This design comes from an exercise in tuning for small area, a short achievable clock period and few clock cycles per item on the open sky130 flow, not from production work.
Only simulation tests tie the RTL to the original design; equivalence was not proved.

==> module lpc_synth, before the edit <==
module lpc_synth (
    input  wire        clk,
    input  wire        rst,
    input  wire        in_valid,
    output wire        in_ready,
    input  wire        unvoiced,
    input  wire [7:0]  pitch,
    input  wire [9:0]  energy,
    input  wire [99:0] k,           
    output reg         out_valid,
    output wire [9:0]  out_sample
);
    localparam [1:0] S_IDLE = 2'd0,    
                     S_C1   = 2'd1,
                     S_C2   = 2'd2,
                     S_C3   = 2'd3;
    reg [1:0]  st;
    reg [1:0]  st_next;
    reg [14:0] kd  [0:4];           
    reg [14:0] b_r [0:4];           
    reg [15:0] p_r [0:4];           
    reg [18:0] base_r;              
    reg [13:0] u10v_r;              
    reg [9:0]  prev_energy;
    reg [14:0] x   [0:9];
    reg [14:0] xn  [0:9];           
    reg [4:0]  sel3, sel4;
    reg        hi_ok, lo_ok;
    wire accept = (st == S_C3);
    assign in_ready = (st == S_C3);
    always @(*) begin
        case (st)
            S_IDLE:  st_next = in_valid ? S_C1 : S_IDLE;
            S_C1:    st_next = S_C2;
            S_C2:    st_next = S_C3;
            default: st_next = S_IDLE;
        endcase
        if (rst)
            st_next = S_IDLE;
    end
    wire [7:0] exc;
    wire [7:0] chirp_next;
    wire       noise_neg;
    lpc_excitation u_exc (
        .clk        (clk),
        .rst        (rst),
        .step       (accept),
        .unvoiced   (unvoiced),
        .pitch      (pitch),
        .exc        (exc),
        .chirp_next (chirp_next),
        .noise_neg  (noise_neg)
    );
    wire [13:0] e8  = {{1{prev_energy[9]}}, prev_energy, 3'd0};
    wire [13:0] u10 = !hi_ok   ? 14'd0 :
                      unvoiced ? (noise_neg ? -e8 : e8) : u10v_r;
    wire [15:0] m [0:4];
    genvar g;
    generate
        for (g = 0; g < 5; g = g + 1) begin : g_mul
            wire [14:0] c = (g < 4 ? {15{sel3[g]}} & x[g+5] : 15'd0)
                          | ({15{sel4[g]}}  & x[g]);
            lpc_mac u_mac (
                .d (kd[g]),
                .b (b_r[g]),
                .c (c),
                .p (m[g])
            );
        end
    endgenerate
    wire [18:0] base = base_r;
    wire [18:0] np [0:4];
    wire [18:0] cs_s [0:4];
    wire [18:0] cs_c [0:4];
    wire [19:0] sfx_w [0:4];
    wire [18:0] sfx [0:4];
    generate
        for (g = 0; g < 5; g = g + 1) begin : g_np
            assign np[g] = ~{{3{p_r[g][15]}}, p_r[g]};
        end
    endgenerate
    wire [18:0] sA = base ^ np[4] ^ np[3];
    wire [18:0] mA = (base & np[4]) | (base & np[3]) | (np[4] & np[3]);
    wire [18:0] cA = {mA[17:0], 1'b1};
    wire [18:0] sB = np[2] ^ np[1] ^ np[0];
    wire [18:0] mB = (np[2] & np[1]) | (np[2] & np[0]) | (np[1] & np[0]);
    wire [18:0] cB = {mB[17:0], 1'b1};
    wire [18:0] sT = sA ^ cA ^ np[2];
    wire [18:0] mT = (sA & cA) | (sA & np[2]) | (cA & np[2]);
    wire [18:0] cT = {mT[17:0], 1'b1};
    wire [18:0] sU = sT ^ cT ^ np[1];
    wire [18:0] mU = (sT & cT) | (sT & np[1]) | (cT & np[1]);
    wire [18:0] cU = {mU[17:0], 1'b1};
    wire [18:0] sV = sA ^ cA ^ sB;
    wire [18:0] mV = (sA & cA) | (sA & sB) | (cA & sB);
    wire [18:0] cV = {mV[17:0], 1'b1};
    wire [18:0] sW = sV ^ cV ^ cB;
    wire [18:0] mW = (sV & cV) | (sV & cB) | (cV & cB);
    wire [18:0] cW = {mW[17:0], 1'b1};
    assign cs_s[4] = base; assign cs_c[4] = np[4];
    assign cs_s[3] = sA;   assign cs_c[3] = cA;
    assign cs_s[2] = sT;   assign cs_c[2] = cT;
    assign cs_s[1] = sU;   assign cs_c[1] = cU;
    assign cs_s[0] = sW;   assign cs_c[0] = cW;
    generate
        for (g = 0; g < 5; g = g + 1) begin : g_sfx
            assign sfx_w[g] = {cs_s[g], 1'b1} + {cs_c[g], 1'b1};
            assign sfx[g] = sfx_w[g][19:1];
        end
    endgenerate
    wire signed [18:0] u0 = base_r;
    reg [11:0] clamped;
    always @(*) begin
        if (u0 > 19'sd2047)
            clamped = 12'h7FF;
        else if (u0 < -19'sd2048)
            clamped = 12'h800;
        else
            clamped = u0[11:0];
    end
    assign out_sample = clamped[11:2];
    wire [14:0] kd_next [0:4];
    generate
        for (g = 0; g < 5; g = g + 1) begin : g_enc
            wire [9:0] ks = (g == 4 && st == S_C2)          ? energy :
                            (st == S_IDLE || st == S_C2)    ? k[(g+5)*10 +: 10] :
                                                              k[g*10 +: 10];
            lpc_booth u_enc (.a (ks), .d (kd_next[g]));
        end
    endgenerate
    integer i;
    always @(*) begin
        for (i = 0; i <= 9; i = i + 1)
            xn[i] = x[i];
        if (accept)
            for (i = 0; i < 4; i = i + 1)
                xn[i+6] = m[i][14:0];
        if (out_valid) begin
            xn[0] = b_r[0];
            for (i = 0; i < 5; i = i + 1)
                xn[i+1] = m[i][14:0];
        end
    end
    always @(posedge clk) begin
        base_r <= (st == S_C1) ? {{5{u10[13]}}, u10} : sfx[0];
        for (i = 0; i < 5; i = i + 1) begin
            kd[i]  <= kd_next[i];
            p_r[i] <= m[i];
            case (st)
                S_IDLE:  b_r[i] <= (i == 0 && out_valid) ? m[4][14:0] :
                                   (i == 0 ? lo_ok : hi_ok) ? x[i+5] : 15'd0;
                S_C1:    b_r[i] <= lo_ok ? x[i] : 15'd0;
                S_C2:    b_r[i] <= (i == 4) ? {chirp_next[7], chirp_next, 6'd0} : sfx[i][14:0];
                default: b_r[i] <= sfx[i][14:0];
            endcase
        end
        for (i = 0; i <= 9; i = i + 1)
            x[i] <= xn[i];
        st    <= st_next;
        sel3  <= {{4{st_next == S_C3}} & {hi_ok, hi_ok, hi_ok, lo_ok}};
        sel4  <= {5{st == S_C3 && lo_ok}};
        if (rst) begin
            out_valid   <= 1'b0;
            hi_ok       <= 1'b0;
            lo_ok       <= 1'b0;
        end else begin
            if (accept)
                hi_ok <= 1'b1;
            if (out_valid)
                lo_ok <= 1'b1;
            out_valid <= accept;
            if (accept) begin
                prev_energy <= energy;
                u10v_r      <= m[4][13:0];
            end
        end
    end
endmodule
clock: 12.0 ns
lec_check: 0
cap_margin: 20
core_margin: 2
core_utilization: 40
slew_margin: 20
standard.sh (not shown) runs the stock make flow with config.mk's settings and CLKGATE_MAP_FILE= SYNTH_SCRIPT=/design/flow/synth_recipe.tcl, a recipe that flattens the netlist after the stock synthesis.
==> flow/flow/run.sh <==
#!/bin/bash
# The standard layout (the standard.sh: ORFS synthesis to finish, then
# the final DEF), with timing repair aiming 7.5 ns below the clock period so
# the resizer also works on paths that already meet the 12 ns clock.
set -o pipefail
bash standard.sh SETUP_SLACK_MARGIN=7.5 finish > standard.log 2>&1
Testbench counts at the start, summed over its fixed seeds: cycles 64,008, items 16,000.
Change:
--- a/flow/design.v
+++ b/flow/design.v
@@ -920,28 +920,12 @@
         end
     endgenerate
-    wire [18:0] sA = base ^ np[4] ^ np[3];
-    wire [18:0] mA = (base & np[4]) | (base & np[3]) | (np[4] & np[3]);
-    wire [18:0] cA = {mA[17:0], 1'b1};
-    wire [18:0] sB = np[2] ^ np[1] ^ np[0];
-    wire [18:0] mB = (np[2] & np[1]) | (np[2] & np[0]) | (np[1] & np[0]);
-    wire [18:0] cB = {mB[17:0], 1'b1};
-    wire [18:0] sT = sA ^ cA ^ np[2];
-    wire [18:0] mT = (sA & cA) | (sA & np[2]) | (cA & np[2]);
-    wire [18:0] cT = {mT[17:0], 1'b1};
-    wire [18:0] sU = sT ^ cT ^ np[1];
-    wire [18:0] mU = (sT & cT) | (sT & np[1]) | (cT & np[1]);
-    wire [18:0] cU = {mU[17:0], 1'b1};
-    wire [18:0] sV = sA ^ cA ^ sB;
-    wire [18:0] mV = (sA & cA) | (sA & sB) | (cA & sB);
-    wire [18:0] cV = {mV[17:0], 1'b1};
-    wire [18:0] sW = sV ^ cV ^ cB;
-    wire [18:0] mW = (sV & cV) | (sV & cB) | (cV & cB);
-    wire [18:0] cW = {mW[17:0], 1'b1};
-    assign cs_s[4] = base; assign cs_c[4] = np[4];
-    assign cs_s[3] = sA;   assign cs_c[3] = cA;
-    assign cs_s[2] = sT;   assign cs_c[2] = cT;
-    assign cs_s[1] = sU;   assign cs_c[1] = cU;
-    assign cs_s[0] = sW;   assign cs_c[0] = cW;
+    assign cs_s[4] = base;
+    assign cs_c[4] = np[4];
     generate
+        for (g = 3; g >= 0; g = g - 1) begin : g_cs
+            wire [18:0] cy = (cs_s[g+1] & cs_c[g+1]) | (cs_s[g+1] & np[g]) | (cs_c[g+1] & np[g]);
+            assign cs_s[g] = cs_s[g+1] ^ cs_c[g+1] ^ np[g];
+            assign cs_c[g] = {cy[17:0], 1'b1};
+        end
         for (g = 0; g < 5; g = g + 1) begin : g_sfx
             assign sfx_w[g] = {cs_s[g], 1'b1} + {cs_c[g], 1'b1};
Via count stays flat. Setup slack gets better by 0.0049 ns. Cell area goes down slightly. Wire length goes up by a few percent. First-iteration DRC count goes up by about a fifth. Fmax is about the same. Synthesized cell count goes down slightly. Clock skew goes down by 0.040 ns. Critical path depth goes down by 2. Die area goes down slightly. Hold slack hardly moves. Final cell count goes down slightly.
Testbench counts after the change, summed over its fixed seeds: cycles 64,008, items 16,000.

## separate check: timing with driven ports
No port has a modelled driver above. Below, the same layouts with a new extraction and two added sets of constraints.
Step 1 sets driving cells, clkbuf_16 on the clock port and buf_2 on the other inputs (assumed; they add their load-dependent delay and slew).
Step 2 adds t to the input delays and takes it off the output delays; t is the mean of the earliest and latest rising clock arrival at the registers after step 1. Input paths then give back, and output paths get back, about the clock's delay inside the block.
a / b / c = ideal / step 1 / step 2; a / b = the first two.
| run | t (ns) | setup WS [ns] | worst register clock-pin slew, ns | pins driven straight from the clock port |
|---|---|---|---|---|
| the first run | 0.713 | 7.066 / 7.066 / 6.925 | 0.07 / 0.07 | 1 |
| the second run | 0.702 | 7.071 / 7.071 / 6.862 | 0.07 / 0.07 | 1 |
After both steps setup and hold are still met in every run listed. For the second run, which loses most, drivers alone change the setup slack by 0.000 ns; drivers and shift together by -0.209 ns.
